This is an optimization exercise on Yosys and OpenROAD, whose aim is small area, a short achievable clock period and few clock cycles, not a production implementation.
Where RTL was checked, it was by simulation tests only, not by an equivalence proof against the original.
Only the layout flow was run in run 5; the RTL was not checked for function there.
Power and IR drop assume default switching activity.

==> design/flow/design.v <==
module sic_engine (
    input  wire         clk,
    input  wire         rst,
    input  wire         cmd_valid,
    output wire         cmd_ready,
    input  wire [31:0]  cmd_word,
    input  wire [63:0]  cmd_opnd,
    input  wire [127:0] cmd_iv,
    input  wire [7:0]   cmd_iv_len,
    input  wire [63:0]  cmd_in_len,
    input  wire [63:0]  cmd_out_cap,
    output reg          done,
    output reg  [63:0]  result,
    output reg  [2:0]   err,
    input  wire         in_valid,
    output wire         in_ready,
    input  wire [7:0]   in_data,
    output wire         out_valid,
    input  wire         out_ready,
    output wire [7:0]   out_data,
    output wire         bc_req_valid,
    input  wire         bc_req_ready,
    output reg  [1:0]   bc_req_op,
    output wire [127:0] bc_req_block,
    input  wire         bc_rsp_valid,
    input  wire         bc_rsp_err,
    input  wire [127:0] bc_rsp_data
);
    localparam [1:0] BC_PROCESS = 2'd0, BC_RESET = 2'd1, BC_INIT = 2'd2;
    localparam [2:0] E_OK = 3'd0, E_CONFIG = 3'd1, E_LENGTH = 3'd2,
                     E_COLLAB = 3'd3, E_ILLEGAL = 3'd4;
    localparam [3:0] OP_RESET = 4'h0, OP_INIT = 4'h1, OP_XBYTE = 4'h2,
                     OP_XBLOCK = 4'h3, OP_XRANGE = 4'h4, OP_SKIP = 4'h5,
                     OP_SEEK = 4'h6, OP_GETPOS = 4'h7;
    localparam [2:0] SU_INC  = 3'd0,    
                     SU_SKIP = 3'd1,    
                     SU_SEEK = 3'd2,    
                     SU_LDIV = 3'd3,    
                     SU_GPOS = 3'd4;    
    reg         s_idle, s_rst, s_xbyte, s_xfer, s_skip, s_seek, s_gpos;
    reg [127:0] iv;
    reg [127:0] ctr;
    reg [103:0] ks_lo;        
    reg [23:0]  ks_t0;        
    reg [23:0]  ks_t1;        
    reg         sel;          
    reg [3:0]   cur;
    reg [63:0]  opq;          
    reg [63:0]  rem;          
    reg         req_v;        
    reg         req_out;      
    reg         r_k;          
    reg         r_fin;        
    reg         q_rst_ok;     
    reg         q_su_done;    
    reg         q_proc;       
    reg         su_busy;
    reg [2:0]   su_op;
    reg [1:0]   su_k;
    reg         su_c;
    reg         inc_pend;     
    reg         cop_pend;     
    reg [2:0]   cop;
    reg         avail;        
    reg         ctr_ok;       
    reg         reqd;         
    reg         nready;       
    reg         perr;         
    reg         in_rdy;
    reg         ov;           
    reg         full;         
    reg [7:0]   ob0, ob1;
    assign cmd_ready    = s_idle;
    assign in_ready     = in_rdy;
    assign out_valid    = ov;
    assign out_data     = ob0;
    assign bc_req_valid = req_v;
    assign bc_req_block = ctr;
    wire [3:0] op    = cmd_word[3:0];
    wire       k_bit = cmd_word[4];
    wire       v_bit = cmd_word[5];
    reg illegal;
    always @(*) begin
        if (cmd_word[3] || (|cmd_word[31:16]) || (|cmd_word[7:6]))
            illegal = 1'b1;
        else if (op == OP_INIT)
            illegal = |cmd_word[15:8];
        else if (op == OP_XBYTE)
            illegal = |cmd_word[5:4];
        else
            illegal = (|cmd_word[5:4]) || (|cmd_word[15:8]);
    end
    wire acc      = cmd_valid & s_idle;
    wire acc_ok   = acc & ~illegal;
    wire is_reset = (op == OP_RESET);
    wire is_init  = (op == OP_INIT);
    wire is_xbyte = (op == OP_XBYTE);
    wire is_xblk  = (op == OP_XBLOCK);
    wire is_xrng  = (op == OP_XRANGE);
    wire is_skip  = (op == OP_SKIP);
    wire is_seek  = (op == OP_SEEK);
    wire is_gpos  = (op == OP_GETPOS);
    wire init_bad = ~v_bit | (cmd_iv_len != 8'd16);
    wire xblk_bad = ~(|cmd_in_len[63:4]) | ~(|cmd_out_cap[63:4]);
    wire xrng_bad = (cmd_in_len < cmd_opnd) | (cmd_out_cap < cmd_opnd);
    wire xrng_0   = ~(|cmd_opnd);
    wire cur0     = (cur == 4'd0);
    wire [4:0] dd      = 5'd16 - {1'b0, cur};
    wire       acc_rch = is_xblk | (|cmd_opnd[63:5]) | (cmd_opnd[4:0] >= dd);
    wire go_xfer  = acc_ok & ((is_xblk & ~xblk_bad) | (is_xrng & ~xrng_bad & ~xrng_0));
    wire go_rst   = acc_ok & (is_reset | (is_init & ~init_bad));
    wire [127:0] ks_cur = {ks_lo, sel ? ks_t1 : ks_t0};
    wire [7:0]   kbyte  = ks_cur[127 - 8*cur -: 8];
    wire [31:0] ctr_ch = ctr[32*su_k +: 32];
    wire [31:0] iv_ch  = iv[32*su_k +: 32];
    wire        su_iv  = (su_op == SU_SEEK) | (su_op == SU_LDIV);
    wire        su_sgn = (su_op == SU_SKIP) & opq[63];
    reg  [31:0] su_ob;
    always @(*) begin
        case (su_k)
        2'd0:    su_ob = opq[35:4];
        2'd1:    su_ob = {{4{su_sgn}}, opq[63:36]};
        default: su_ob = {32{su_sgn}};
        endcase
    end
    wire [31:0] su_a = su_iv ? iv_ch : ctr_ch;
    wire [31:0] su_b = (su_op == SU_GPOS) ? ~iv_ch :
                       ((su_op == SU_SKIP) | (su_op == SU_SEEK)) ? su_ob : 32'd0;
    wire [4:0]  c4   = {1'b0, opq[3:0]} + {1'b0, cur};
    wire        cin0 = (su_op == SU_INC) | (su_op == SU_GPOS) | ((su_op == SU_SKIP) & c4[4]);
    wire        su_ci = (su_k == 2'd0) ? cin0 : su_c;
    wire [32:0] su_sum = {1'b0, su_a} + {1'b0, su_b} + {32'd0, su_ci};
    wire        su_last = (su_op == SU_INC)  ? (~su_sum[32] | (su_k == 2'd3)) :
                          (su_op == SU_GPOS) ? (su_k == 2'd1) : (su_k == 2'd3);
    wire        su_fin  = su_busy & su_last;
    wire take   = in_rdy & in_valid;
    wire give   = ov & out_ready;
    wire wrap   = take & (cur == 4'd15);
    wire rsp    = bc_rsp_valid & req_out;
    wire rsp_ok = rsp & ~bc_rsp_err;
    wire rsp_bd = rsp & bc_rsp_err;
    wire [7:0] nb = kbyte ^ in_data;
    wire rem0    = ~(|rem);
    wire rem1    = (rem == 64'd1);
    wire remnz_n = ~rem0 & ~(take & rem1);
    wire remhi   = |rem[63:5];
    wire reach   = remhi | (rem[4:0] >= dd);
    wire need    = remhi | (rem[4:0] > dd);
    wire [3:0] cur_n = take ? cur + 4'd1 : cur;
    wire x_new   = wrap & (nready | (rsp_ok & avail));        
    wire x_fill  = s_xfer & rsp_ok & ~avail;                   
    wire avail_n = wrap ? x_new : (avail | rsp_ok);
    wire perr_n  = perr | rsp_bd;
    wire ov_n    = take | (ov & ~(give & ~full));
    wire full_n  = (ov & ~full & take & ~give) | (full & ~give);
    wire trig    = s_xfer & avail & ~ctr_ok & reach & ~perr;   
    wire x_req   = s_xfer & ctr_ok & ~reqd & ~su_busy & ~inc_pend & ~req_v & ~req_out & ~perr_n &
                   ((avail_n & (cur_n >= 4'd13) & need) | (~avail_n & remnz_n));
    wire x_done  = s_xfer & ~ov_n & (~remnz_n | (perr_n & ~avail_n));
    wire inc_now  = trig | (acc_ok & is_xbyte & (cur == 4'd15)) |
                    (go_xfer & ~cur0 & acc_rch);
    wire inc_any  = inc_pend | inc_now;
    wire su_free  = ~su_busy & ~(req_v & (bc_req_op == BC_PROCESS));
    wire start_inc = inc_any & su_free;
    wire cop_now  = acc_ok & (is_skip | is_seek | is_gpos | is_reset | (is_init & ~init_bad));
    wire [2:0] cop_sel = cop_now ? (is_skip ? SU_SKIP : is_seek ? SU_SEEK : is_gpos ? SU_GPOS : SU_LDIV) : cop;
    wire start_cop = (cop_pend | cop_now) & su_free & ~inc_any;
    wire cop_pend_n = (cop_pend | cop_now) & ~start_cop;
    wire ctr_free = ~su_busy & ~inc_pend;
    always @(posedge clk) begin
        if (rst) begin
            s_idle   <= 1'b1;
            s_rst    <= 1'b0;
            s_xbyte  <= 1'b0;
            s_xfer   <= 1'b0;
            s_skip   <= 1'b0;
            s_seek   <= 1'b0;
            s_gpos   <= 1'b0;
            done     <= 1'b0;
            err      <= E_OK;
            req_v    <= 1'b0;
            req_out  <= 1'b0;
            su_busy  <= 1'b0;
            inc_pend <= 1'b0;
            cop_pend <= 1'b0;
            in_rdy   <= 1'b0;
            ov       <= 1'b0;
            full     <= 1'b0;
            sel      <= 1'b0;
            bc_req_op <= BC_PROCESS;
        end else begin
            done <= 1'b0;
            if (req_v & bc_req_ready) begin
                req_v   <= 1'b0;
                req_out <= 1'b1;
            end
            if (rsp)
                req_out <= 1'b0;
            if (start_inc) begin
                su_busy <= 1'b1;
                su_op   <= SU_INC;
                su_k    <= 2'd0;
            end else if (start_cop) begin
                su_busy <= 1'b1;
                su_op   <= cop_sel;
                su_k    <= 2'd0;
            end else if (su_fin) begin
                su_busy <= 1'b0;
            end
            if (su_busy & ~su_last)
                su_k <= su_k + 2'd1;
            if (su_busy)
                su_c <= su_sum[32];
            inc_pend <= inc_any & ~start_inc;
            cop_pend <= cop_pend_n;
            if (cop_now)
                cop <= cop_sel;
            if (su_busy) begin
                if (su_op == SU_GPOS) begin
                    if (su_k == 2'd0) result[35:0] <= {su_sum[31:0], cur};
                    else              result[63:36] <= su_sum[27:0];
                end else begin
                    ctr[32*su_k +: 32] <= su_sum[31:0];
                end
                if (su_k == 2'd0) begin
                    if (su_op == SU_SKIP) cur <= c4[3:0];
                    if (su_op == SU_SEEK) cur <= opq[3:0];
                end
            end
            if (acc) begin
                if (illegal) begin
                    err  <= E_ILLEGAL;
                    done <= 1'b1;
                end else begin
                    case (op)
                    OP_RESET, OP_INIT: begin
                        if (is_init & init_bad) begin
                            err  <= E_CONFIG;
                            done <= 1'b1;
                        end else begin
                            if (is_init) iv <= cmd_iv;
                            cur       <= 4'd0;
                            r_k       <= is_init & k_bit;
                            r_fin     <= 1'b0;
                            req_v     <= 1'b1;
                            bc_req_op <= (is_init & k_bit) ? BC_INIT : BC_RESET;
                            s_idle    <= 1'b0;
                            s_rst     <= 1'b1;
                        end
                    end
                    OP_XBYTE: begin
                        opq[7:0] <= cmd_word[15:8];
                        if (~cur0) begin
                            result <= {56'd0, kbyte ^ cmd_word[15:8]};
                            cur    <= cur + 4'd1;
                            err    <= E_OK;
                            done   <= 1'b1;
                        end else begin
                            if (ctr_free) begin
                                req_v     <= 1'b1;
                                bc_req_op <= BC_PROCESS;
                            end
                            s_idle  <= 1'b0;
                            s_xbyte <= 1'b1;
                        end
                    end
                    OP_XBLOCK, OP_XRANGE: begin
                        if (is_xblk ? xblk_bad : xrng_bad) begin
                            err  <= E_LENGTH;
                            done <= 1'b1;
                        end else if (is_xrng & xrng_0) begin
                            result <= 64'd0;
                            err    <= E_OK;
                            done   <= 1'b1;
                        end else begin
                            opq    <= is_xblk ? 64'd16 : cmd_opnd;
                            rem    <= is_xblk ? 64'd16 : cmd_opnd;
                            avail  <= ~cur0;
                            ctr_ok <= cur0 | acc_rch;
                            reqd   <= cur0 & ctr_free;
                            if (cur0 & ctr_free) begin
                                req_v     <= 1'b1;
                                bc_req_op <= BC_PROCESS;
                            end
                            nready <= 1'b0;
                            perr   <= 1'b0;
                            in_rdy <= ~cur0;
                            s_idle <= 1'b0;
                            s_xfer <= 1'b1;
                        end
                    end
                    OP_SKIP: begin
                        opq    <= cmd_opnd;
                        s_idle <= 1'b0;
                        s_skip <= 1'b1;
                    end
                    OP_SEEK: begin
                        opq       <= cmd_opnd;
                        q_rst_ok  <= 1'b0;
                        q_su_done <= 1'b0;
                        q_proc    <= 1'b0;
                        req_v     <= 1'b1;
                        bc_req_op <= BC_RESET;
                        s_idle    <= 1'b0;
                        s_seek    <= 1'b1;
                    end
                    default: begin  
                        s_idle <= 1'b0;
                        s_gpos <= 1'b1;
                    end
                    endcase
                end
            end
            if (s_rst) begin
                if (rsp_bd) begin
                    err      <= E_COLLAB;
                    done     <= 1'b1;
                    cop_pend <= 1'b0;
                    s_rst    <= 1'b0;
                    s_idle   <= 1'b1;
                end else begin
                    if (rsp_ok & r_k) begin
                        r_k       <= 1'b0;
                        req_v     <= 1'b1;
                        bc_req_op <= BC_RESET;
                    end
                    if (rsp_ok & ~r_k)
                        r_fin <= 1'b1;
                    if (((rsp_ok & ~r_k) | r_fin) & ~cop_pend_n) begin
                        err    <= E_OK;
                        done   <= 1'b1;
                        s_rst  <= 1'b0;
                        s_idle <= 1'b1;
                    end
                end
            end
            if (s_xbyte) begin
                if (~req_v & ~req_out & ctr_free & ~rsp) begin
                    req_v     <= 1'b1;
                    bc_req_op <= BC_PROCESS;
                end
                if (rsp_bd) begin
                    err     <= E_COLLAB;
                    done    <= 1'b1;
                    s_xbyte <= 1'b0;
                    s_idle  <= 1'b1;
                end else if (rsp_ok) begin
                    result  <= {56'd0, bc_rsp_data[127:120] ^ opq[7:0]};
                    cur     <= 4'd1;
                    err     <= E_OK;
                    done    <= 1'b1;
                    s_xbyte <= 1'b0;
                    s_idle  <= 1'b1;
                end
            end
            if (s_skip) begin
                if (su_fin & (su_op == SU_SKIP)) begin
                    req_v     <= 1'b1;
                    bc_req_op <= BC_PROCESS;
                end
                if (rsp_bd) begin
                    err    <= E_COLLAB;
                    done   <= 1'b1;
                    s_skip <= 1'b0;
                    s_idle <= 1'b1;
                end else if (rsp_ok) begin
                    result <= opq;
                    err    <= E_OK;
                    done   <= 1'b1;
                    s_skip <= 1'b0;
                    s_idle <= 1'b1;
                end
            end
            if (s_seek) begin
                if (su_fin & (su_op == SU_SEEK))
                    q_su_done <= 1'b1;
                if (rsp_ok & ~q_proc)
                    q_rst_ok <= 1'b1;
                if ((q_rst_ok | (rsp_ok & ~q_proc)) & (q_su_done | (su_fin & (su_op == SU_SEEK))) & ~q_proc) begin
                    q_proc    <= 1'b1;
                    req_v     <= 1'b1;
                    bc_req_op <= BC_PROCESS;
                end
                if (rsp_bd) begin
                    err      <= E_COLLAB;
                    done     <= 1'b1;
                    cop_pend <= 1'b0;
                    s_seek   <= 1'b0;
                    s_idle   <= 1'b1;
                end else if (rsp_ok & q_proc) begin
                    result <= opq;
                    err    <= E_OK;
                    done   <= 1'b1;
                    s_seek <= 1'b0;
                    s_idle <= 1'b1;
                end
            end
            if (s_gpos & su_fin & (su_op == SU_GPOS)) begin
                err    <= E_OK;
                done   <= 1'b1;
                s_gpos <= 1'b0;
                s_idle <= 1'b1;
            end
            if (rsp_ok & (s_xbyte | s_skip | (s_seek & q_proc) | s_xfer)) begin
                ks_lo <= bc_rsp_data[127:24];
                if (sel) ks_t0 <= bc_rsp_data[23:0];
                else     ks_t1 <= bc_rsp_data[23:0];
            end
            if ((rsp_ok & (s_xbyte | s_skip | (s_seek & q_proc))) | x_new | x_fill)
                sel <= ~sel;
            if (s_xfer) begin
                if (take) begin
                    cur <= cur + 4'd1;
                    rem <= rem - 64'd1;
                    if (~ov | (give & ~full)) ob0 <= nb;
                    else                      ob1 <= nb;
                end else if (give & full) begin
                    ob0 <= ob1;
                end
                ov     <= ov_n;
                full   <= full_n;
                avail  <= avail_n;
                perr   <= perr_n;
                in_rdy <= avail_n & remnz_n & ~full_n;
                if (x_new | x_fill) begin
                    ctr_ok <= 1'b0;
                    reqd   <= 1'b0;
                    nready <= 1'b0;
                end else begin
                    if (rsp_ok & avail & ~wrap) nready <= 1'b1;
                    if (trig)  ctr_ok <= 1'b1;
                    if (x_req) reqd   <= 1'b1;
                end
                if (x_req) begin
                    req_v     <= 1'b1;
                    bc_req_op <= BC_PROCESS;
                end
                if (x_done) begin
                    err    <= perr_n ? E_COLLAB : E_OK;
                    if (~perr_n) result <= opq;
                    done   <= 1'b1;
                    in_rdy <= 1'b0;
                    s_xfer <= 1'b0;
                    s_idle <= 1'b1;
                end
            end
        end
    end
endmodule
==> design/flow/run.sh <==
#!/bin/bash
# synth_recipe.tcl (not shown) runs the flow's synth.tcl, then flattens the netlist and writes it again
# the make line also repeats each setting of config.mk as NAME=value (left out here)
make -C /OpenROAD-flow-scripts/flow DESIGN_CONFIG=/design/flow/config.mk WORK_HOME=/design/flow/orfs CLKGATE_MAP_FILE= SYNTH_SCRIPT=/design/flow/synth_recipe.tcl finish
==> design/flow/config.mk <==
export PLATFORM = sky130hd
export DESIGN_NAME = sic_engine
export DESIGN_NICKNAME = sic_engine
export VERILOG_FILES = /design/flow/design.v
export SDC_FILE = /design/flow/constraint.sdc
export NUM_CORES = 4
export LEC_CHECK = 0
export CAP_MARGIN = 20
export CORE_MARGIN = 2
export CORE_UTILIZATION = 40
export SLEW_MARGIN = 20
==> design/flow/constraint.sdc <==
create_clock -name core_clock -period 10.0 [get_ports {clk}]
set_input_delay 2.0000 -clock core_clock [delete_from_list [all_inputs] [get_ports {clk}]]
set_output_delay 2.0000 -clock core_clock [all_outputs]
set_load 0.01 [all_outputs]
==> results.sh, run 1 <==
export IMPL_post_cts_buffers=0
export IMPL_drtIter0Drc=3781
export IMPL_critical_path_max_fanout=35
export IMPL_finalSetupViolCount=0
export IMPL_p_per_area_nw_per_um2=138
export IMPL_worst_slew_margin_rel_pct=21.4
export IMPL_required_ps=10350
export IMPL_start_kind="primary input"
export IMPL_hold_start="s_gpos"
export IMPL_drtPass1Iterations=6
export IMPL_root_buffer="clkbuf_16"
export IMPL_synthTopCellsByArea="edfxtp_1, ha_1, mux4_2, nor2_1, o22ai_1"
export IMPL_drt_antenna_violating_nets=0
export IMPL_path_clk_slew_ps=60
export IMPL_hpwl_um=110000
export IMPL_fillCellCount=8015
export IMPL_grt_max_degree=129
export IMPL_period_needed_ps=6590
export IMPL_synth_cell_types=92
export IMPL_reg2reg_depth=21
export IMPL_fp_dieW_um=307
export IMPL_crit_family="simple AND/OR/NAND/NOR gates"
export IMPL_area_growth_syn_to_layout_pct=29.7
export IMPL_slowest_delay_ps=900
export IMPL_synth_seq_cells=661
export IMPL_portBuffers=713
export IMPL_drv_slew=0
export IMPL_gp_congestion=1.02
export IMPL_status="no timing/DRC/antenna violations"
export IMPL_synthTopCellsByCount="edfxtp_1, nor2_1, nand2_1, inv_1, a21oi_1"
export IMPL_synth_avg_cell_area_um2=11.3
export IMPL_via_per_inst=5.95
export IMPL_syn_area_um2=36700
export IMPL_ys_flop_type="edfxtp_1"
export IMPL_drcViolationCount=0
export IMPL_first_global_vias=29517
export IMPL_critPathKind="primary input to register"
export IMPL_fin_total_pwr_mw=6.56
export IMPL_cts_tree="yes"
export IMPL_slowest_stage="clkdlybuf4s50_1"
export IMPL_finalHoldViolCount=0
export IMPL_clk_latency_ps=640
export IMPL_worstReg2RegStart="su_k[1]"
export IMPL_ios=714
export IMPL_min_period_over_period_pct=65.9
export IMPL_yosysTopAreaCellShare_pct=52.3
export IMPL_maxCapViolCount=0
export IMPL_hp_class="register to register"
export IMPL_tns_ps=0
export IMPL_vdd_drop_max_mv=0.110
export IMPL_drive_above_1_share_pct=8.82
export IMPL_numCtsBuffers=78
export IMPL_initial_core_util_pct=40.2
export IMPL_r2r_setup_slack_ps=3760
export IMPL_path_cells="clkdlybuf4s50_1, or3b_1, nor2_2, a21oi_1, and3b_1, nand2_2, nor3_1, o311a_1, nand2b_1, buf_4, or2_1, o21ai_0"
export IMPL_ctsHoldBuffers=0
export IMPL_htreeDepth=3
export IMPL_synth_seq_area_share_pct=53.5
export IMPL_clk_path_buf_depth=3
export IMPL_worst_pin_slew_ps=1180
export IMPL_synth_cells=3236
export IMPL_synth_most_common_cell="edfxtp_1"
export IMPL_cp_num_buf_inv=2
export IMPL_cp_arrival_ps=6940
export IMPL_num_vias=30694
export IMPL_synth_area_leader_cell="edfxtp_1"
export IMPL_wire_per_inst_um=27.8
export IMPL_fp_row_count=111
export IMPL_total_leakage_power_nw=17.3
export IMPL_final_nets=4596
export IMPL_track_usage_pct=29.6
export IMPL_cts_sinks=661
export IMPL_die_y_um=307
export IMPL_grt_overflow=0
export IMPL_cp_end_kind="register"
export IMPL_whs_path_depth=2
export IMPL_fmax_ghz=0.152
export IMPL_antenna_found_initial=12
export IMPL_core_area_um2=91200
export IMPL_drt_total_wl_um=143000
export IMPL_cts_resized=0
export IMPL_holdPathEnd="s_gpos"
export IMPL_die_area_um2=94200
export IMPL_synth_edf_count=639
export IMPL_clock_skew_ps=28.6
export IMPL_rsz0062_at_grt="no"
export IMPL_synth_nets=3924
export IMPL_yosys_warnings=1
export IMPL_async_reset_ff_share_pct=0
export IMPL_utilization_pct=52.2
export IMPL_reg2reg_to="result[62]"
export IMPL_grt_pass1_wl_um=205000
-- flip-flops by register name (all words and copies together) (netlist names), 2 cells and up --
name / count
cop: 3
bc_req_op: 2
result: 64
su_op: 3
ob1: 8
iv: 128
ks_t1: 24
opq: 64
err: 3
cur: 4
su_k: 2
ob0: 8
ctr: 128
ks_lo: 104
ks_t0: 24
rem: 64
-- per-stage QoR --
step | worst slack, ps | cells | instance area [um2] | hold slack (ps)
floorplan | 470 | 3236 | 36700 | 471
global placement | 2980 | 5013 | 45100 | 481
detailed placement | 3000 | 5013 | 45100 | 485
CTS | 3430 | 5153 | 47600 | 505
global route | 3310 | 5158 | 47600 | 532
finish | 3410 | 5159 | 47600 | 509
-- routing by layer --
layer	track usage [%]	up-vias	part of all wire (%)
li1	-	13816	-
met1	40.8	15070	42
met2	47.3	1597	46
met3	6.00	201	9.3
met4	8.34	10	2.8
met5	0	-	0.056
-- tightest hold or removal path: stages, from the launching register on --
cell	delay (ps)
dfxtp_1	310
nor2_1	100
nor3_1	50
-- report_power, final --
part | switching, mW | internal [mW]
sequential | 0.0287 | 3.07
combinational | 0.329 | 0.327
clock | 1.17 | 1.63
total | 1.53 | 5.03
-- worst max-delay path by stage --
stage | startpoint | to | slack, ps | cells after the start
3_5_place_dp | cmd_word[1] | result[29] | 3000 | 12
4_1_cts | su_k[1] | result[62] | 3430 | 20
5_1_grt | cmd_word[2] | result[35] | 3310 | 12
3_3_place_gp | cmd_word[1] | result[29] | 2980 | 12
2_1_floorplan | bc_rsp_err | ks_t1[0] | 470 | 6
6_report | cmd_word[1] | result[29] | 3410 | 12
-- cells in the final DEF, fill, tap and decap left out, drive strengths merged, types with 9 or more instances in the layout --
cell type	instances
o22ai	169
or3	23
nand2	260
nor3	70
clkdlybuf4s50	713
nor4	77
nand2b	28
nand3	70
o31ai	9
nor2	298
a22oi	14
ha	181
xor2	24
a21o	31
edfxtp	639
clkbuf	106
dfxtp	22
mux2	43
xnor2	27
o221ai	11
and3	20
and2	17
a211oi	34
mux4	96
a211o	11
clkinv	23
nor2b	18
a21oi	184
or2	9
o211ai	27
a31oi	19
nand4	36
buf	42
a221o	9
o21ai	167
o21a	13
a22o	48
inv	236
-- area by class of cell --
cell class | count | area [um2] | share of cell area [%]
well taps | 1186 | 1480 | 3.12
clock buffers | 105 | 2140 | 4.49
inverters | 234 | 883 | 1.86
diodes | 5 | 12.5 | 0.0263
flip-flops and latches | 661 | 19600 | 41.2
repair buffers | 756 | 7470 | 15.7
multi-input cells | 2177 | 15700 | 32.9
clock inverters | 35 | 329 | 0.691
-- logic make-up (layout without fill, tap and decap cells) --
kind of cell             count (synthesis)  count (layout)  share of synthesized area [%]
XOR/XNOR                                51              51                           1.22
other                                    0               5                              0
multiplexers                           145             145                           7.37
flip-flops                             661             661                           53.5
buffers and inverters                  398            1130                           4.15
adder cells (fa/ha/maj)                184             184                           6.33
AO/OA/AOI/OAI                          842             842                           14.9
AND/OR/NAND/NOR                        955             955                           12.5
Testbench counts, summed over its fixed seeds: cycles 76,692.
==> run 2, diff against run 1 <==
--- a/design/flow/config.mk
+++ b/design/flow/config.mk
@@ -6,6 +6,8 @@
 export NUM_CORES = 4
 export LEC_CHECK = 0
+export ABC_CLOCK_PERIOD_IN_PS = 3000
 export CAP_MARGIN = 20
 export CORE_MARGIN = 2
-export CORE_UTILIZATION = 40
+export CORE_UTILIZATION = 50
+export SETUP_SLACK_MARGIN = 5
 export SLEW_MARGIN = 20
==> results.sh, run 2 <==
export IMPL_fmax_ghz=0.199
export IMPL_clk_latency_ps=650
export IMPL_fin_total_pwr_mw=6.62
export IMPL_num_vias=32738
export IMPL_multi_input_area_um2=16600
export IMPL_synth_simple_area_share_pct=12.5
export IMPL_start_kind="primary input"
export IMPL_hpwl_um=106000
export IMPL_synth_cell_types=92
export IMPL_first_global_vias=31137
export IMPL_layout_commonest_cell="clkdlybuf4s50_1"
export IMPL_min_period_over_period_pct=50.3
export IMPL_clock_skew_ps=41.4
export IMPL_initial_core_util_pct=50.4
export IMPL_numCtsBuffers=74
export IMPL_drt_total_wl_um=147000
export IMPL_period_needed_ps=5030
export IMPL_drv_slew=0
export IMPL_area_growth_syn_to_layout_pct=35.4
export IMPL_gp_congestion=1.03
export IMPL_via_per_inst=6.52
export IMPL_cp_arrival_ps=5410
export IMPL_root_buffer="clkbuf_16"
export IMPL_rsz0062_at_grt="yes"
export IMPL_status="no timing/DRC/antenna violations"
export IMPL_synth_most_common_cell="edfxtp_1"
export IMPL_synth_xor_area_share_pct=1.22
export IMPL_drt_antenna_violating_nets=0
export IMPL_synth_seq_cells=661
export IMPL_drtPass1Iterations=6
export IMPL_final_nets=4689
export IMPL_maxCapViolCount=0
export IMPL_fin_area_um2=49700
export IMPL_die_y_um=275
export IMPL_critical_path_max_fanout=10
export IMPL_final_cell_mix="clkdlybuf4s50_1, edfxtp_1, nor2_1"
export IMPL_synth_cells=3236
export IMPL_synthTopCellsByArea="edfxtp_1, ha_1, mux4_2, nor2_1, o22ai_1"
export IMPL_portBuffers=713
export IMPL_drtIter0Drc=4901
export IMPL_total_leakage_power_nw=18.6
export IMPL_fillCellCount=5376
export IMPL_placed_cells=4781
export IMPL_yosysTopAreaCellShare_pct=52.3
export IMPL_seq_area_um2=19600
export IMPL_synth_edf_count=639
export IMPL_cp_end_kind="register"
export IMPL_finalSetupViolCount=0
export IMPL_muxShareOfSynthArea_pct=7.37
export IMPL_ctsHoldBuffers=0
export IMPL_reg_largest_list="ctr: 128 flops, iv: 128 flops, ks_lo: 104 flops"
export IMPL_yosys_warnings=1
export IMPL_grt_pass1_wl_um=206000
export IMPL_clk_path_buf_depth=3
export IMPL_tns_ps=0
export IMPL_critPathKind="primary input to register"
export IMPL_worst_slew_margin_rel_pct=23.7
export IMPL_synth_seq_area_share_pct=53.5
export IMPL_vdd_drop_max_mv=0.140
export IMPL_track_usage_pct=37.2
export IMPL_hp_class="register to register"
export IMPL_synthTopCellsByCount="edfxtp_1, nor2_1, nand2_1, inv_1, a21oi_1"
export IMPL_htreeDepth=3
export IMPL_async_reset_ff_share_pct=0
export IMPL_holdWs_ps=496
export IMPL_syn_area_um2=36700
export IMPL_cts_tree="yes"
export IMPL_fp_dieW_um=275
export IMPL_fp_row_count=99
export IMPL_synth_top_family_by_area="compound AO/OA/AOI/OAI gates"
export IMPL_wire_per_inst_um=29.2
export IMPL_grt_overflow=0
export IMPL_required_ps=10380
export IMPL_die_area_um2=75600
export IMPL_path_clk_slew_ps=70
export IMPL_finalHoldViolCount=0
export IMPL_grt_max_degree=87
export IMPL_ios=714
export IMPL_synth_area_leader_cell="edfxtp_1"
export IMPL_fin_cells=5024
export IMPL_antenna_found_initial=9
export IMPL_p_per_area_nw_per_um2=133
export IMPL_cts_sinks=661
export IMPL_dpl_cell_area_um2=44900
export IMPL_ys_flop_type="edfxtp_1"
export IMPL_drive_above_1_share_pct=15.0
export IMPL_synthAdderAreaFrac_pct=6.33
export IMPL_synth_nets=3924
export IMPL_synth_avg_cell_area_um2=11.3
export IMPL_core_area_um2=72800
export IMPL_synth_compound_area_share_pct=14.9
export IMPL_worst_pin_slew_ps=1140
export IMPL_drcViolationCount=0
==> run 2: cell counts after synthesis <==
No cell type changed its count.
==> run 2: path summary, 6_finish.rpt <==
path	cells after the start	endpoint	from	slack [ps]
max reg2reg	23	result[32]	su_k[0]	5040
min reg2reg	2	bc_req_op[1]	bc_req_op[1]	500
max	19	rem[27]	cmd_opnd[60]	4970
min	2	bc_req_op[1]	bc_req_op[1]	500
==> run 2: kinds of logic (layout without fill, tap and decap cells) <==
group                    count (synthesis)  in the layout
buffers and inverters                  398           1218
multiplexers                           145            145
AO/OA/AOI/OAI                          842            842
adder cells (fa/ha/maj)                184            184
XOR/XNOR                                51             51
AND/OR/NAND/NOR                        955            957
other                                    0              7
flip-flops                             661            661
==> run 2: per-stage QoR <==
step                setup WS (ps)  utilization, %
floorplan                    4330               -
global placement             3070            61.7
detailed placement           3150            61.7
CTS                          4910            66.9
global route                 4910            68.2
finish                       4970            68.2
==> run 2: critical path: stages <==
cell and delay (ps):
dlygate4sd2_1 280, inv_1 140, ha_4 290, nand2_1 100
nor4_4 200, buf_4 180, nand4_1 230, buf_4 230
nor3_4 180, a221oi_4 90, buf_12 150, a21oi_4 170
buf_6 130, nand3_4 100, buf_4 190, nor2_4 120
buf_6 200, a311oi_1 90, a221o_1 320
==> run 2: area by class of cell <==
cell class                      instances  share of cell area [%]
Inverter                              234                    1.90
Clock buffer                           91                    3.93
Tap cell                              959                    2.41
Sequential cell                       661                    39.5
Antenna cell                            7                  0.0352
Timing Repair Buffer                  851                    17.6
Multi-Input combinational cell       2179                    33.5
Clock inverter                         42                    1.13
==> run 2: what timing repair did <==
item,in CTS,in global routing
gates resized for setup,173,153
pin swaps,39,45
gates cloned,15,5
buffers inserted,46,37
setup endpoints to repair,470,323
==> run 2: where the power goes <==
part | leakage, nW | switching, mW | internal, mW
Clock | 1.21 | 1.20 | 1.62
Combinational | 11.8 | 0.361 | 0.338
Sequential | 5.58 | 0.0316 | 3.07
Total | 18.6 | 1.59 | 5.03
==> run 2: routing by layer <==
metal  routed length [um]  part of all wire [%]  GRT usage, %  up-vias
li1                     -                     -             -    14005
met1                53800                    37          49.1    16104
met2                69700                    47          60.4     2235
met3                16000                    11          7.23      386
met4                 7250                   4.9          15.7        8
met5                   59                 0.040             0        -
==> run 3, diff against run 2 <==
--- a/design/flow/design.v
+++ b/design/flow/design.v
@@ -108,5 +108,6 @@
     wire [4:0] dd      = 5'd16 - {1'b0, cur};
     wire       acc_rch = is_xblk | (|cmd_opnd[63:5]) | (cmd_opnd[4:0] >= dd);
-    wire go_xfer  = acc_ok & ((is_xblk & ~xblk_bad) | (is_xrng & ~xrng_bad & ~xrng_0));
+    wire go_xfer  = acc_ok & ((is_xblk & ~xblk_bad) | (is_xrng & ~xrng_bad));
+    wire go_fetch = go_xfer & cur0 & ~(is_xrng & xrng_0);
     wire go_rst   = acc_ok & (is_reset | (is_init & ~init_bad));
     wire [127:0] ks_cur = {ks_lo, sel ? ks_t1 : ks_t0};
@@ -132,5 +133,7 @@
     wire [32:0] su_sum = {1'b0, su_a} + {1'b0, su_b} + {32'd0, su_ci};
     wire        su_last = (su_op == SU_INC)  ? (~su_sum[32] | (su_k == 2'd3)) :
-                          (su_op == SU_GPOS) ? (su_k == 2'd1) : (su_k == 2'd3);
+                          (su_op == SU_GPOS) ? (su_k == 2'd1) :
+                          (su_op == SU_SKIP) ? ((su_k == 2'd3) | ((su_k == 2'd1) & (su_sum[32] == su_sgn))) :
+                          (su_k == 2'd3);
     wire        su_fin  = su_busy & su_last;
     wire take   = in_rdy & in_valid;
@@ -229,4 +232,7 @@
             end
             if (acc) begin
+                opq <= is_xblk ? 64'd16 : cmd_opnd;
+                rem <= is_xblk ? 64'd16 : cmd_opnd;
+                if (is_xbyte) opq[7:0] <= cmd_word[15:8];
                 if (illegal) begin
                     err  <= E_ILLEGAL;
@@ -250,5 +256,4 @@
                     end
                     OP_XBYTE: begin
-                        opq[7:0] <= cmd_word[15:8];
                         if (~cur0) begin
                             result <= {56'd0, kbyte ^ cmd_word[15:8]};
@@ -266,24 +271,18 @@
                     end
                     OP_XBLOCK, OP_XRANGE: begin
+                        avail  <= ~cur0;
+                        ctr_ok <= cur0 | acc_rch;
+                        reqd   <= go_fetch & ctr_free;
+                        nready <= 1'b0;
+                        perr   <= 1'b0;
                         if (is_xblk ? xblk_bad : xrng_bad) begin
                             err  <= E_LENGTH;
                             done <= 1'b1;
-                        end else if (is_xrng & xrng_0) begin
-                            result <= 64'd0;
-                            err    <= E_OK;
-                            done   <= 1'b1;
                         end else begin
-                            opq    <= is_xblk ? 64'd16 : cmd_opnd;
-                            rem    <= is_xblk ? 64'd16 : cmd_opnd;
-                            avail  <= ~cur0;
-                            ctr_ok <= cur0 | acc_rch;
-                            reqd   <= cur0 & ctr_free;
-                            if (cur0 & ctr_free) begin
+                            if (go_fetch & ctr_free) begin
                                 req_v     <= 1'b1;
                                 bc_req_op <= BC_PROCESS;
                             end
-                            nready <= 1'b0;
-                            perr   <= 1'b0;
-                            in_rdy <= ~cur0;
+                            in_rdy <= ~cur0 & ~(is_xrng & xrng_0);
                             s_idle <= 1'b0;
                             s_xfer <= 1'b1;
@@ -291,10 +290,8 @@
                     end
                     OP_SKIP: begin
-                        opq    <= cmd_opnd;
                         s_idle <= 1'b0;
                         s_skip <= 1'b1;
                     end
                     OP_SEEK: begin
-                        opq       <= cmd_opnd;
                         q_rst_ok  <= 1'b0;
                         q_su_done <= 1'b0;
--- a/design/flow/config.mk
+++ b/design/flow/config.mk
@@ -6,5 +6,4 @@
 export NUM_CORES = 4
 export LEC_CHECK = 0
-export ABC_CLOCK_PERIOD_IN_PS = 3000
 export CAP_MARGIN = 20
 export CORE_MARGIN = 2
==> results.sh, run 3 <==
export IMPL_tns_ps=0
export IMPL_clk_latency_ps=650
export IMPL_dpl_cell_area_um2=44700
export IMPL_reg2reg_depth=22
export IMPL_hpwl_um=106000
export IMPL_period_needed_ps=5070
export IMPL_drv_slew=0
export IMPL_die_y_um=274
export IMPL_layout_commonest_cell="clkdlybuf4s50_1"
export IMPL_drt_total_wl_um=143000
export IMPL_worstSetupEndpoint="su_k[0]"
export IMPL_clk_path_buf_depth=3
export IMPL_cp_end_kind="register"
export IMPL_ys_flop_type="edfxtp_1"
export IMPL_via_per_inst=6.54
export IMPL_htreeDepth=3
export IMPL_synth_nets=3870
export IMPL_first_global_vias=30783
export IMPL_synth_seq_area_share_pct=53.7
export IMPL_hp_class="register to register"
export IMPL_critPathKind="primary input to register"
export IMPL_drcViolationCount=0
export IMPL_num_vias=32181
export IMPL_worst_slew_margin_rel_pct=25.9
export IMPL_drtPass1Iterations=7
export IMPL_ctsHoldBuffers=0
export IMPL_synth_cell_types=88
export IMPL_critical_path_max_fanout=13
export IMPL_fp_dieW_um=274
export IMPL_status="no timing/DRC/antenna violations"
export IMPL_total_leakage_power_nw=17.7
export IMPL_cp_arrival_ps=5400
export IMPL_synth_area_leader_cell="edfxtp_1"
export IMPL_reg2reg_to="bc_req_op[1]"
export IMPL_portBuffers=713
export IMPL_syn_area_um2=36600
export IMPL_clock_skew_ps=64.8
export IMPL_gp_congestion=1.05
export IMPL_final_cell_mix="clkdlybuf4s50_1, edfxtp_1, nor2_1"
export IMPL_maxCapViolCount=0
export IMPL_grt_overflow=0
export IMPL_synth_avg_cell_area_um2=11.5
export IMPL_hold_start="ob1[2]"
export IMPL_required_ps=10330
export IMPL_die_area_um2=75300
export IMPL_fp_row_count=99
export IMPL_fmax_ghz=0.197
export IMPL_fin_total_pwr_mw=6.60
export IMPL_ios=714
export IMPL_synth_cells=3182
export IMPL_drt_antenna_violating_nets=0
export IMPL_cts_sinks=661
export IMPL_synth_seq_cells=661
export IMPL_grt_max_degree=98
export IMPL_antenna_found_initial=11
export IMPL_yosysTopAreaCellShare_pct=52.5
export IMPL_fillCellCount=5386
export IMPL_root_buffer="clkbuf_16"
export IMPL_worstReg2RegStart="su_k[1]"
export IMPL_grt_pass1_wl_um=203000
export IMPL_start_kind="primary input"
export IMPL_fin_area_um2=48500
export IMPL_synthTopCellsByCount="edfxtp_1, nor2_1, nand2_1, inv_1, a21oi_1"
export IMPL_numCtsBuffers=72
export IMPL_p_per_area_nw_per_um2=136
export IMPL_worst_pin_slew_ps=1110
export IMPL_drive_above_1_share_pct=12.2
export IMPL_core_area_um2=72700
export IMPL_setup_ws_ps=4930
export IMPL_path_clk_slew_ps=60
export IMPL_async_reset_ff_share_pct=0
export IMPL_rsz0062_at_grt="yes"
export IMPL_track_usage_pct=36.5
export IMPL_synth_edf_count=639
export IMPL_utilization_pct=66.6
export IMPL_finalSetupViolCount=0
export IMPL_yosys_warnings=1
export IMPL_vdd_drop_max_mv=0.146
export IMPL_area_growth_syn_to_layout_pct=32.5
export IMPL_r2r_setup_slack_ps=4990
export IMPL_drtIter0Drc=4660
export IMPL_finalHoldViolCount=0
export IMPL_crit_start="cmd_word[2]"
export IMPL_synth_most_common_cell="edfxtp_1"
export IMPL_place_ws_ps=3380
export IMPL_reg_largest_list="ctr: 128 flops, iv: 128 flops, ks_lo: 104 flops"
export IMPL_synthTopCellsByArea="edfxtp_1, ha_1, mux4_2, nor2_1, nand2_1"
export IMPL_cts_tree="yes"
export IMPL_min_period_over_period_pct=50.7
export IMPL_final_nets=4584
export IMPL_wire_per_inst_um=29.0
export IMPL_initial_core_util_pct=50.3
export IMPL_whs_path_depth=2
[run 3: worst min path at each step]
stage / to
finish: ob0[2]
floorplan: s_gpos
global placement: ob0[4]
detailed placement: ob0[6]
CTS: ob0[5]
global route: ob0[3]
[run 3: stage by stage]
stage               std cells  hold WS (ps)
floorplan                3182           488
global placement         4729           506
detailed placement       4730           503
CTS                      4892           532
global route             4916           561
finish                   4918           531
[run 3: cell type report]
class,count,area [um2],area share (%)
inverters,205,777,1.60
clock inverters,44,552,1.14
flip-flops and latches,661,19600,40.5
diodes,6,15.0,0.0310
multi-input cells,2154,16300,33.6
clock buffers,87,1880,3.88
well taps,959,1200,2.48
repair buffers,802,8100,16.7
[run 3: cells by family after synthesis]
group	after synthesis	share of synthesized area (%)
buf+inv	369	3.93
xor+xnor	52	1.25
flops	661	53.7
simple gates	924	12.0
fa+ha+maj	184	6.36
mux	151	7.57
compound gates	841	15.2
[run 3: power breakdown]
group	switching, mW	internal [mW]	total [mW]
Combinational	0.370	0.346	0.716
Clock	1.19	1.55	2.74
Sequential	0.0521	3.09	3.14
Total	1.61	4.99	6.60
[run 3: critical path: stages]
cell and delay, ps:
clkdlybuf4s50_1 650, nor2_1 410, nand3_1 600, a211oi_2 860, a21oi_4 110, o41ai_4 390, o21a_2 220, a21o_1 140
[run 3: what timing repair did]
item,in CTS,in global routing
endpoints found under the setup margin,274,185
gates resized for setup,95,75
setup buffers,24,19
pin swaps,19,25
cloned,7,1
[run 3: routing by layer]
layer	vias to the layer above	global-route usage, %	routed length [um]
li1	13774	-	-
met1	15751	48.4	53400
met2	2284	58.9	67300
met3	362	7.79	15800
met4	10	13.9	6180
met5	-	0	64
Testbench counts of run 3, summed over its fixed seeds: cycles 76,302.
==> run 4, diff against run 3 <==
==> design/flow/flow/run.sh (new file) <==
#!/bin/bash
# Own layout flow: the standard layout (standard.sh, standard synthesis
# unchanged), with a tighter setup-repair target for the resizer and the
# smallest buffer cell on the ports.  make's full output goes to
# standard_flow.log; each ORFS step keeps its own log under orfs/logs.
set -euo pipefail
cd "$(dirname "$0")/.."
bash standard.sh SETUP_SLACK_MARGIN=6.3 \
    'BUFFER_PORTS_ARGS=-buffer_cell sky130_fd_sc_hd__buf_1' \
    finish > standard_flow.log 2>&1
==> design/flow/standard.sh (new file) <==
#!/bin/bash
# synth_recipe.tcl (not shown) runs the flow's synth.tcl, then flattens the netlist and writes it again
# the make line also repeats each setting of config.mk as NAME=value (left out here)
make -C /OpenROAD-flow-scripts/flow DESIGN_CONFIG=/design/flow/config.mk WORK_HOME=/design/flow/orfs CLKGATE_MAP_FILE= SYNTH_SCRIPT=/design/flow/synth_recipe.tcl "${@:-finish}"
--- a/design/flow/config.mk
+++ b/design/flow/config.mk
@@ -9,4 +9,3 @@
 export CORE_MARGIN = 2
 export CORE_UTILIZATION = 50
-export SETUP_SLACK_MARGIN = 5
 export SLEW_MARGIN = 20
removed: design/flow/run.sh
==> results.sh, run 4 <==
export IMPL_worstReg2RegStart="su_k[0]"
export IMPL_numCtsBuffers=72
export IMPL_async_reset_ff_share_pct=0
export IMPL_vdd_drop_max_mv=0.145
export IMPL_core_area_um2=72700
export IMPL_portBuffers=713
export IMPL_total_leakage_power_nw=18.2
export IMPL_synth_seq_area_share_pct=53.7
export IMPL_cp_arrival_ps=5070
export IMPL_wire_per_inst_um=30.3
export IMPL_place_ws_ps=3580
export IMPL_synth_edf_count=639
export IMPL_yosysTopAreaCellShare_pct=52.5
export IMPL_die_y_um=274
export IMPL_gp_congestion=1.01
export IMPL_via_per_inst=6.64
export IMPL_root_buffer="clkbuf_16"
export IMPL_track_usage_pct=38.8
export IMPL_status="no timing/DRC/antenna violations"
export IMPL_cts_sinks=661
export IMPL_synth_cells=3182
export IMPL_reg_largest_list="ctr: 128 flops, iv: 128 flops, ks_lo: 104 flops"
export IMPL_clock_skew_ps=40.8
export IMPL_final_nets=4875
export IMPL_synthTopCellsByArea="edfxtp_1, ha_1, mux4_2, nor2_1, nand2_1"
export IMPL_path_clk_slew_ps=60
export IMPL_clk_latency_ps=660
export IMPL_drtPass1Iterations=9
export IMPL_start_kind="register"
export IMPL_fillCellCount=5182
export IMPL_worst_pin_slew_ps=1260
export IMPL_synth_cell_types=88
export IMPL_synth_avg_cell_area_um2=11.5
export IMPL_hp_class="register to register"
export IMPL_first_global_vias=32090
export IMPL_worst_slew_margin_rel_pct=16.2
export IMPL_min_period_over_period_pct=46.7
export IMPL_r2r_setup_slack_ps=5330
export IMPL_drv_slew=0
export IMPL_ios=714
export IMPL_fin_total_pwr_mw=6.50
export IMPL_clk_path_buf_depth=3
export IMPL_drt_antenna_violating_nets=0
export IMPL_fp_row_count=99
export IMPL_synth_nets=3870
export IMPL_holdPathEnd="ob0[1]"
export IMPL_synth_area_leader_cell="edfxtp_1"
export IMPL_whs_path_depth=2
export IMPL_area_growth_syn_to_layout_pct=38.3
export IMPL_syn_area_um2=36600
export IMPL_ys_flop_type="edfxtp_1"
export IMPL_final_cell_mix="edfxtp_1, buf_1, nor2_1"
export IMPL_required_ps=10400
export IMPL_grt_pass1_wl_um=214000
export IMPL_finalSetupViolCount=0
export IMPL_tns_ps=0
export IMPL_drt_total_wl_um=158000
export IMPL_fp_dieW_um=274
export IMPL_initial_core_util_pct=50.3
export IMPL_cts_tree="yes"
export IMPL_grt_overflow=0
export IMPL_reg2reg_to="result[25]"
export IMPL_grt_max_degree=97
export IMPL_reg2reg_depth=20
export IMPL_cp_end_kind="register"
export IMPL_yosys_warnings=1
export IMPL_rsz0062_at_grt="yes"
export IMPL_finalHoldViolCount=0
export IMPL_htreeDepth=3
export IMPL_hold_start="ob1[1]"
export IMPL_drcViolationCount=0
export IMPL_die_area_um2=75300
export IMPL_antenna_found_initial=11
export IMPL_period_needed_ps=4670
export IMPL_fin_cells=5207
export IMPL_setup_ws_ps=5330
export IMPL_num_vias=34552
export IMPL_placed_cells=4725
export IMPL_hpwl_um=106000
export IMPL_synthTopCellsByCount="edfxtp_1, nor2_1, nand2_1, inv_1, a21oi_1"
export IMPL_synth_seq_cells=661
export IMPL_synth_most_common_cell="edfxtp_1"
export IMPL_drtIter0Drc=4796
export IMPL_fmax_ghz=0.214
export IMPL_layout_commonest_cell="edfxtp_1"
export IMPL_critical_path_max_fanout=8
export IMPL_ctsHoldBuffers=0
export IMPL_maxCapViolCount=0
export IMPL_critPathKind="register to register"
export IMPL_p_per_area_nw_per_um2=129
export IMPL_drive_above_1_share_pct=28.6
==> run 4: power by group <==
part | total [mW] | internal [mW] | switching, mW
sequential | 3.15 | 3.09 | 0.0584
combinational | 0.679 | 0.273 | 0.406
clock | 2.68 | 1.52 | 1.15
==> run 4: how the worst max path moves through the flow <==
stage           startpoint      endpoint  slack (ps)  cells after the start
2_1_floorplan          rst         iv[0]        4260                      2
5_1_grt             cur[0]    result[56]        5250                     25
4_1_cts             cur[0]  bc_req_op[1]        5420                     23
3_5_place_dp   cmd_word[1]       iv[104]        3580                      7
6_report           su_k[0]    result[25]        5330                     20
3_3_place_gp   cmd_word[1]       iv[102]        3840                      7
==> run 4: layout make-up <==
| type | instances | area (um2) | area share [%] |
|---|---|---|---|
| Multi-Input combinational cell | 2162 | 19200 | 37.9 |
| Antenna cell | 3 | 7.51 | 0.0148 |
| Sequential cell | 661 | 19600 | 38.8 |
| Inverter | 205 | 913 | 1.81 |
| Clock inverter | 43 | 399 | 0.789 |
| Timing Repair Buffer | 1085 | 7320 | 14.5 |
| Tap cell | 959 | 1200 | 2.37 |
| Clock buffer | 89 | 1950 | 3.85 |
==> run 4: cell families (layout without fill, tap and decap cells) <==
group	Yosys count	after routing	share of synthesized area [%]
AOI/OAI and AO/OA	841	841	15.2
buffers and inverters	369	1422	3.93
muxes	151	151	7.57
and+or+nand+nor	924	934	12.0
xor gates and xnor gates	52	52	1.25
DFF	661	661	53.7
other	0	3	0
adders and majority gates	184	184	6.36
==> run 4: critical path: stages, from the launching register on <==
cell and delay [ps]:
edfxtp_1 450, buf_6 160, buf_12 140, buf_12 140, buf_16 150, buf_6 120, mux4_2 510, mux2_4 330
ha_4 260, a21o_1 190, a21o_1 190, a21oi_2 210, o21ai_2 120, o211ai_1 310, buf_4 190, nor3b_4 250
buf_6 150, xor2_4 220, o21a_1 140, o22a_1 150, a21oi_2 40
==> run 4: what timing repair did <==
action / CTS / global route
gates resized for setup: 600 / 365
gates cloned: 18 / 18
buffers inserted: 201 / 110
setup endpoints to repair: 745 / 550
pin swaps: 163 / 187
==> run 4: layer usage <==
metal  track usage, %  part of all wire [%]
met5                0                 0.049
met4             14.9                   5.7
met3             7.15                    11
met2             62.7                    47
met1             52.2                    37
==> run 4: through the flow <==
| stage | util [%] | hold slack, ps | area (um2) |
|---|---|---|---|
| 2_1_floorplan | - | 488 | 37400 |
| 3_3_place_gp | 55.9 | 494 | 40700 |
| 3_5_place_dp | 55.9 | 516 | 40700 |
| 4_1_cts | 65.5 | 530 | 47600 |
| 5_1_grt | 69.5 | 538 | 50600 |
| 6_report | 69.5 | 528 | 50600 |
==> run 5, diff against run 4 <==
--- a/design/flow/design.v
+++ b/design/flow/design.v
@@ -56,7 +56,10 @@
     reg         q_proc;       
     reg         su_busy;
-    reg [2:0]   su_op;
-    reg [1:0]   su_k;
+    reg [3:0]   su_h;         
     reg         su_c;
+    reg         f_inc, f_skip, f_seek, f_gpos;    
+    reg         f_aiv;        
+    reg         f_spec;       
+    reg         xok;          
     reg         inc_pend;     
     reg         cop_pend;     
@@ -103,5 +106,34 @@
     wire init_bad = ~v_bit | (cmd_iv_len != 8'd16);
     wire xblk_bad = ~(|cmd_in_len[63:4]) | ~(|cmd_out_cap[63:4]);
-    wire xrng_bad = (cmd_in_len < cmd_opnd) | (cmd_out_cap < cmd_opnd);
+    wire [63:0] lt_a0 = ~cmd_in_len & cmd_opnd;
+    wire [63:0] eq_a0 = ~(cmd_in_len ^ cmd_opnd);
+    wire [63:0] lt_b0 = ~cmd_out_cap & cmd_opnd;
+    wire [63:0] eq_b0 = ~(cmd_out_cap ^ cmd_opnd);
+    wire [63:0] lt_a [0:6];
+    wire [63:0] eq_a [0:6];
+    wire [63:0] lt_b [0:6];
+    wire [63:0] eq_b [0:6];
+    assign lt_a[0] = lt_a0;
+    assign eq_a[0] = eq_a0;
+    assign lt_b[0] = lt_b0;
+    assign eq_b[0] = eq_b0;
+    genvar cl, ci;
+    generate
+        for (cl = 0; cl < 6; cl = cl + 1) begin : cmp_l
+            for (ci = 0; ci < (64 >> (cl + 1)); ci = ci + 1) begin : cmp_i
+                assign lt_a[cl+1][ci] = lt_a[cl][2*ci+1] | (eq_a[cl][2*ci+1] & lt_a[cl][2*ci]);
+                assign eq_a[cl+1][ci] = eq_a[cl][2*ci+1] & eq_a[cl][2*ci];
+                assign lt_b[cl+1][ci] = lt_b[cl][2*ci+1] | (eq_b[cl][2*ci+1] & lt_b[cl][2*ci]);
+                assign eq_b[cl+1][ci] = eq_b[cl][2*ci+1] & eq_b[cl][2*ci];
+            end
+            for (ci = (64 >> (cl + 1)); ci < 64; ci = ci + 1) begin : cmp_z
+                assign lt_a[cl+1][ci] = 1'b0;
+                assign eq_a[cl+1][ci] = 1'b0;
+                assign lt_b[cl+1][ci] = 1'b0;
+                assign eq_b[cl+1][ci] = 1'b0;
+            end
+        end
+    endgenerate
+    wire xrng_bad = lt_a[6][0] | lt_b[6][0];
     wire xrng_0   = ~(|cmd_opnd);
     wire cur0     = (cur == 4'd0);
@@ -113,27 +145,42 @@
     wire [127:0] ks_cur = {ks_lo, sel ? ks_t1 : ks_t0};
     wire [7:0]   kbyte  = ks_cur[127 - 8*cur -: 8];
-    wire [31:0] ctr_ch = ctr[32*su_k +: 32];
-    wire [31:0] iv_ch  = iv[32*su_k +: 32];
-    wire        su_iv  = (su_op == SU_SEEK) | (su_op == SU_LDIV);
-    wire        su_sgn = (su_op == SU_SKIP) & opq[63];
-    reg  [31:0] su_ob;
-    always @(*) begin
-        case (su_k)
-        2'd0:    su_ob = opq[35:4];
-        2'd1:    su_ob = {{4{su_sgn}}, opq[63:36]};
-        default: su_ob = {32{su_sgn}};
-        endcase
-    end
-    wire [31:0] su_a = su_iv ? iv_ch : ctr_ch;
-    wire [31:0] su_b = (su_op == SU_GPOS) ? ~iv_ch :
-                       ((su_op == SU_SKIP) | (su_op == SU_SEEK)) ? su_ob : 32'd0;
+    wire [31:0] ctr_ch = ({32{su_h[0]}} & ctr[31:0])  | ({32{su_h[1]}} & ctr[63:32]) |
+                         ({32{su_h[2]}} & ctr[95:64]) | ({32{su_h[3]}} & ctr[127:96]);
+    wire [31:0] iv_ch  = ({32{su_h[0]}} & iv[31:0])  | ({32{su_h[1]}} & iv[63:32]) |
+                         ({32{su_h[2]}} & iv[95:64]) | ({32{su_h[3]}} & iv[127:96]);
+    wire        su_sgn = f_skip & opq[63];
+    wire        f_opb  = f_skip | f_seek;
+    wire [31:0] su_ob  = ({32{su_h[0]}} & opq[35:4]) |
+                         ({32{su_h[1]}} & {{4{su_sgn}}, opq[63:36]}) |
+                         ({32{su_h[2] | su_h[3]}} & {32{su_sgn}});
+    wire [31:0] su_a = f_aiv ? iv_ch : ctr_ch;
+    wire [31:0] su_b = ({32{f_gpos}} & ~iv_ch) | ({32{f_opb}} & su_ob);
     wire [4:0]  c4   = {1'b0, opq[3:0]} + {1'b0, cur};
-    wire        cin0 = (su_op == SU_INC) | (su_op == SU_GPOS) | ((su_op == SU_SKIP) & c4[4]);
-    wire        su_ci = (su_k == 2'd0) ? cin0 : su_c;
-    wire [32:0] su_sum = {1'b0, su_a} + {1'b0, su_b} + {32'd0, su_ci};
-    wire        su_last = (su_op == SU_INC)  ? (~su_sum[32] | (su_k == 2'd3)) :
-                          (su_op == SU_GPOS) ? (su_k == 2'd1) :
-                          (su_op == SU_SKIP) ? ((su_k == 2'd3) | ((su_k == 2'd1) & (su_sum[32] == su_sgn))) :
-                          (su_k == 2'd3);
+    wire [31:0] pp = su_a ^ su_b;
+    wire [31:0] gg = su_a & su_b;
+    wire [31:0] pg_g [0:5];
+    wire [31:0] pg_p [0:5];
+    assign pg_g[0] = {gg[31:1], gg[0] | (pp[0] & su_c)};
+    assign pg_p[0] = pp;
+    genvar gl, gi;
+    generate
+        for (gl = 0; gl < 5; gl = gl + 1) begin : pfx_l
+            for (gi = 0; gi < 32; gi = gi + 1) begin : pfx_i
+                if ((gi >> gl) & 1) begin : cmb
+                    assign pg_g[gl+1][gi] = pg_g[gl][gi] | (pg_p[gl][gi] & pg_g[gl][((gi >> gl) << gl) - 1]);
+                    assign pg_p[gl+1][gi] = pg_p[gl][gi] & pg_p[gl][((gi >> gl) << gl) - 1];
+                end else begin : pas
+                    assign pg_g[gl+1][gi] = pg_g[gl][gi];
+                    assign pg_p[gl+1][gi] = pg_p[gl][gi];
+                end
+            end
+        end
+    endgenerate
+    wire [32:0] su_sum = {pg_g[5][31], pp ^ {pg_g[5][30:0], su_c}};
+    wire        su_drop = f_spec & ~xok;
+    wire        su_last = su_h[3] | su_drop |
+                          (f_inc  & (~su_c | ~(&ctr_ch))) |
+                          (f_gpos & su_h[1]) |
+                          (f_skip & su_h[2] & (su_c == su_sgn));
     wire        su_fin  = su_busy & su_last;
     wire take   = in_rdy & in_valid;
@@ -161,6 +208,7 @@
                    ((avail_n & (cur_n >= 4'd13) & need) | (~avail_n & remnz_n));
     wire x_done  = s_xfer & ~ov_n & (~remnz_n | (perr_n & ~avail_n));
-    wire inc_now  = trig | (acc_ok & is_xbyte & (cur == 4'd15)) |
-                    (go_xfer & ~cur0 & acc_rch);
+    wire acc_inc  = acc_ok & (is_xblk | is_xrng) & ~cur0 & acc_rch;
+    wire inc_keep = trig | (acc_ok & is_xbyte & (cur == 4'd15)) | (acc_inc & go_xfer);
+    wire inc_now  = trig | (acc_ok & is_xbyte & (cur == 4'd15)) | acc_inc;
     wire inc_any  = inc_pend | inc_now;
     wire su_free  = ~su_busy & ~(req_v & (bc_req_op == BC_PROCESS));
@@ -170,4 +218,6 @@
     wire start_cop = (cop_pend | cop_now) & su_free & ~inc_any;
     wire cop_pend_n = (cop_pend | cop_now) & ~start_cop;
+    wire [4:0] sk_sum = {1'b0, cop_now ? cmd_opnd[3:0] : opq[3:0]} + {1'b0, cur};
+    wire       sk_c4  = sk_sum[4];
     wire ctr_free = ~su_busy & ~inc_pend;
     always @(posedge clk) begin
@@ -200,33 +250,41 @@
             if (rsp)
                 req_out <= 1'b0;
-            if (start_inc) begin
-                su_busy <= 1'b1;
-                su_op   <= SU_INC;
-                su_k    <= 2'd0;
-            end else if (start_cop) begin
+            if (start_inc | start_cop) begin
                 su_busy <= 1'b1;
-                su_op   <= cop_sel;
-                su_k    <= 2'd0;
+                f_inc   <= start_inc;
+                f_skip  <= ~start_inc & (cop_sel == SU_SKIP);
+                f_seek  <= ~start_inc & (cop_sel == SU_SEEK);
+                f_gpos  <= ~start_inc & (cop_sel == SU_GPOS);
+                f_aiv   <= ~start_inc & ((cop_sel == SU_SEEK) | (cop_sel == SU_LDIV));
+                su_h    <= 4'b0001;
+                f_spec  <= start_inc & acc_inc;
             end else if (su_fin) begin
                 su_busy <= 1'b0;
             end
             if (su_busy & ~su_last)
-                su_k <= su_k + 2'd1;
-            if (su_busy)
+                su_h <= {su_h[2:0], 1'b0};
+            if (start_inc)
+                su_c <= 1'b1;
+            else if (start_cop)
+                su_c <= (cop_sel == SU_GPOS) | ((cop_sel == SU_SKIP) & sk_c4);
+            else if (su_busy)
                 su_c <= su_sum[32];
-            inc_pend <= inc_any & ~start_inc;
+            inc_pend <= (inc_pend | inc_keep) & ~start_inc;
             cop_pend <= cop_pend_n;
             if (cop_now)
                 cop <= cop_sel;
-            if (su_busy) begin
-                if (su_op == SU_GPOS) begin
-                    if (su_k == 2'd0) result[35:0] <= {su_sum[31:0], cur};
-                    else              result[63:36] <= su_sum[27:0];
+            if (su_busy & ~su_drop) begin
+                if (f_gpos) begin
+                    if (su_h[0]) result[35:0] <= {su_sum[31:0], cur};
+                    if (su_h[1]) result[63:36] <= su_sum[27:0];
                 end else begin
-                    ctr[32*su_k +: 32] <= su_sum[31:0];
+                    if (su_h[0]) ctr[31:0]   <= su_sum[31:0];
+                    if (su_h[1]) ctr[63:32]  <= su_sum[31:0];
+                    if (su_h[2]) ctr[95:64]  <= su_sum[31:0];
+                    if (su_h[3]) ctr[127:96] <= su_sum[31:0];
                 end
-                if (su_k == 2'd0) begin
-                    if (su_op == SU_SKIP) cur <= c4[3:0];
-                    if (su_op == SU_SEEK) cur <= opq[3:0];
+                if (su_h[0]) begin
+                    if (f_skip) cur <= c4[3:0];
+                    if (f_seek) cur <= opq[3:0];
                 end
             end
@@ -272,4 +330,5 @@
                     OP_XBLOCK, OP_XRANGE: begin
                         avail  <= ~cur0;
+                        xok    <= ~(is_xblk ? xblk_bad : xrng_bad);
                         ctr_ok <= cur0 | acc_rch;
                         reqd   <= go_fetch & ctr_free;
@@ -352,5 +411,5 @@
             end
             if (s_skip) begin
-                if (su_fin & (su_op == SU_SKIP)) begin
+                if (su_fin & f_skip) begin
                     req_v     <= 1'b1;
                     bc_req_op <= BC_PROCESS;
@@ -370,9 +429,9 @@
             end
             if (s_seek) begin
-                if (su_fin & (su_op == SU_SEEK))
+                if (su_fin & f_seek)
                     q_su_done <= 1'b1;
                 if (rsp_ok & ~q_proc)
                     q_rst_ok <= 1'b1;
-                if ((q_rst_ok | (rsp_ok & ~q_proc)) & (q_su_done | (su_fin & (su_op == SU_SEEK))) & ~q_proc) begin
+                if ((q_rst_ok | (rsp_ok & ~q_proc)) & (q_su_done | (su_fin & f_seek)) & ~q_proc) begin
                     q_proc    <= 1'b1;
                     req_v     <= 1'b1;
@@ -393,5 +452,5 @@
                 end
             end
-            if (s_gpos & su_fin & (su_op == SU_GPOS)) begin
+            if (s_gpos & su_fin & f_gpos) begin
                 err    <= E_OK;
                 done   <= 1'b1;
--- a/design/flow/flow/run.sh
+++ b/design/flow/flow/run.sh
@@ -6,5 +6,5 @@
 set -euo pipefail
 cd "$(dirname "$0")/.."
-bash standard.sh SETUP_SLACK_MARGIN=6.3 \
+bash standard.sh SETUP_SLACK_MARGIN=6.1 \
     'BUFFER_PORTS_ARGS=-buffer_cell sky130_fd_sc_hd__buf_1' \
     finish > standard_flow.log 2>&1
--- a/design/flow/config.mk
+++ b/design/flow/config.mk
@@ -8,4 +8,5 @@
 export CAP_MARGIN = 20
 export CORE_MARGIN = 2
-export CORE_UTILIZATION = 50
+export CORE_UTILIZATION = 55
 export SLEW_MARGIN = 20
+export TNS_END_PERCENT = 0
==> results.sh, run 5 <==
export IMPL_synthTopCellsByArea="edfxtp_1, ha_1, nand2_1, a21oi_1, o21ai_0"
export IMPL_path_clk_slew_ps=60
export IMPL_async_reset_ff_share_pct=0
export IMPL_drtIter0Drc=3982
export IMPL_cts_tree="yes"
export IMPL_drt_total_wl_um=130000
export IMPL_clock_skew_ps=48.5
export IMPL_synth_seq_cells=667
export IMPL_synthTopCellsByCount="edfxtp_1, nand2_1, nor2_1, a21oi_1"
export IMPL_drv_slew=0
export IMPL_synth_compound_area_share_pct=15.1
export IMPL_worst_pin_slew_ps=1150
export IMPL_antenna_found_initial=9
export IMPL_numCtsBuffers=72
export IMPL_p_per_area_nw_per_um2=152
export IMPL_fin_cells=4722
export IMPL_synth_top_family_by_area="compound AO/OA/AOI/OAI gates"
export IMPL_fp_row_count=92
export IMPL_required_ps=10520
export IMPL_synth_avg_cell_area_um2=11.4
export IMPL_muxShareOfSynthArea_pct=3.57
export IMPL_synth_simple_area_share_pct=13.6
export IMPL_initial_core_util_pct=55.7
export IMPL_drt_antenna_violating_nets=0
export IMPL_synth_nets=3766
export IMPL_critPathKind="primary input to register"
export IMPL_yosys_warnings=1
export IMPL_drive_above_1_share_pct=11.3
export IMPL_drcViolationCount=0
export IMPL_critical_path_max_fanout=5
export IMPL_total_leakage_power_nw=15.0
export IMPL_grt_overflow=0
export IMPL_placed_cells=4531
export IMPL_num_vias=30590
export IMPL_drtPass1Iterations=7
export IMPL_synth_seq_area_share_pct=56.4
export IMPL_cp_arrival_ps=4970
export IMPL_final_nets=4500
export IMPL_area_growth_syn_to_layout_pct=21.6
export IMPL_htreeDepth=3
export IMPL_period_needed_ps=4440
export IMPL_first_global_vias=29722
export IMPL_synth_most_common_cell="edfxtp_1"
export IMPL_track_usage_pct=38.2
export IMPL_status="no timing/DRC/antenna violations"
export IMPL_maxCapViolCount=0
export IMPL_synth_edf_count=645
export IMPL_finalHoldViolCount=0
export IMPL_syn_area_um2=35100
export IMPL_grt_pass1_wl_um=188000
export IMPL_reg_largest_list="ctr: 128 flops, iv: 128 flops, ks_lo: 104 flops"
export IMPL_synth_xor_area_share_pct=1.12
export IMPL_synth_cell_types=82
export IMPL_fmax_ghz=0.225
export IMPL_fp_dieW_um=257
export IMPL_portBuffers=713
export IMPL_synthAdderAreaFrac_pct=6.66
export IMPL_clk_path_buf_depth=3
export IMPL_gp_congestion=0.999
export IMPL_final_cell_mix="buf_1, edfxtp_1, nand2_1"
export IMPL_tns_ps=0
export IMPL_ctsHoldBuffers=0
export IMPL_root_buffer="clkbuf_16"
export IMPL_min_period_over_period_pct=44.4
export IMPL_hp_class="register to register"
export IMPL_grt_max_degree=77
export IMPL_vdd_drop_max_mv=0.139
export IMPL_r2r_setup_slack_ps=5690
export IMPL_rsz0062_at_grt="yes"
export IMPL_via_per_inst=6.48
export IMPL_yosysTopAreaCellShare_pct=55.1
export IMPL_core_area_um2=63100
export IMPL_start_kind="primary input"
export IMPL_worst_slew_margin_rel_pct=23.5
export IMPL_synth_area_leader_cell="edfxtp_1"
export IMPL_ys_flop_type="edfxtp_1"
export IMPL_wire_per_inst_um=27.5
export IMPL_layout_commonest_cell="buf_1"
export IMPL_die_y_um=257
export IMPL_synth_cells=3079
export IMPL_die_area_um2=65900
export IMPL_clk_latency_ps=650
export IMPL_hpwl_um=94000
export IMPL_finalSetupViolCount=0
export IMPL_ios=714
export IMPL_cts_sinks=667
export IMPL_cp_end_kind="register"
## run 5: report_power, final
part           internal (mW)  switching [mW]
clock                   1.60            1.14
combinational          0.227           0.366
sequential              3.12          0.0481
## run 5: kinds of logic after synthesis
| kind of cell | after synthesis |
|---|---|
| compound gates | 795 |
| xor+xnor | 45 |
| fa+ha+maj | 183 |
| buf+inv | 334 |
| flops | 667 |
| mux | 85 |
| simple gates | 970 |
## run 5: path summary, 6_finish.rpt
path / startpoint / cells past startpoint / end
setup / recovery: cmd_opnd[5] / 13 / done
hold reg to reg: s_gpos / 2 / s_gpos
setup reg to reg: su_h[3] / 18 / result[53]
hold / removal: s_gpos / 2 / s_gpos
## run 5: layout make-up
| type | count | area [um2] |
|---|---|---|
| clock inverter | 39 | 513 |
| timing repair buffer | 806 | 3810 |
| fill | 4774 | 20400 |
| sequential | 667 | 19800 |
| tap | 846 | 1060 |
| multi-input combinational | 2080 | 14900 |
| inverter | 186 | 721 |
| antenna | 8 | 20.0 |
| clock buffer | 90 | 1900 |
## run 5: critical path, stage by stage
cell and delay, ps:
buf_2 210, ha_1 350, nand4_1 130, a211oi_2 300, o31ai_4 140, a311oi_2 380
nor2_1 120, o41ai_2 360, buf_4 260, nor3_4 60, o311ai_2 370, nand2_1 90
a31oi_1 190
## run 5: timing repair
| item | in CTS | in global routing |
|---|---|---|
| setup buffers | 36 | 12 |
| cloned | 3 | 3 |
| pin swaps | 29 | 11 |
| setup endpoints to repair | 555 | 483 |
| gates resized for setup | 200 | 63 |
## run 5: through the flow
| step | worst slack [ps] | hold WS (ps) | instance area (um2) | power, mW | util, % |
|---|---|---|---|---|---|
| finish | 5560 | 516 | 42700 | 6.50 | 67.7 |
| detailed placement | 3420 | 499 | 38700 | 3.77 | 61.4 |
| floorplan | 2290 | 479 | 35200 | 3.50 | - |
| CTS | 5570 | 509 | 42300 | 6.49 | 67.0 |
| global route | 5520 | 540 | 42700 | 6.66 | 67.7 |
| global placement | 3680 | 496 | 38700 | 3.74 | 61.4 |
## run 5: routing by layer
metal,vias up,global-route usage (%),routed length (um)
met5,-,0,57
met4,6,15.7,5800
met3,346,7.15,14000
met2,2085,60.8,60700
met1,14827,51.7,49400
li1,13326,-,-

Re-timed with assumed drivers on the ports (clkbuf_16 on the clock, buf_2 on other inputs), run 5 has 5.596 ns of setup slack against 5.557 ns with ideal ports, and 4.907 ns once port delays also move by the mid clock arrival of 0.689 ns.
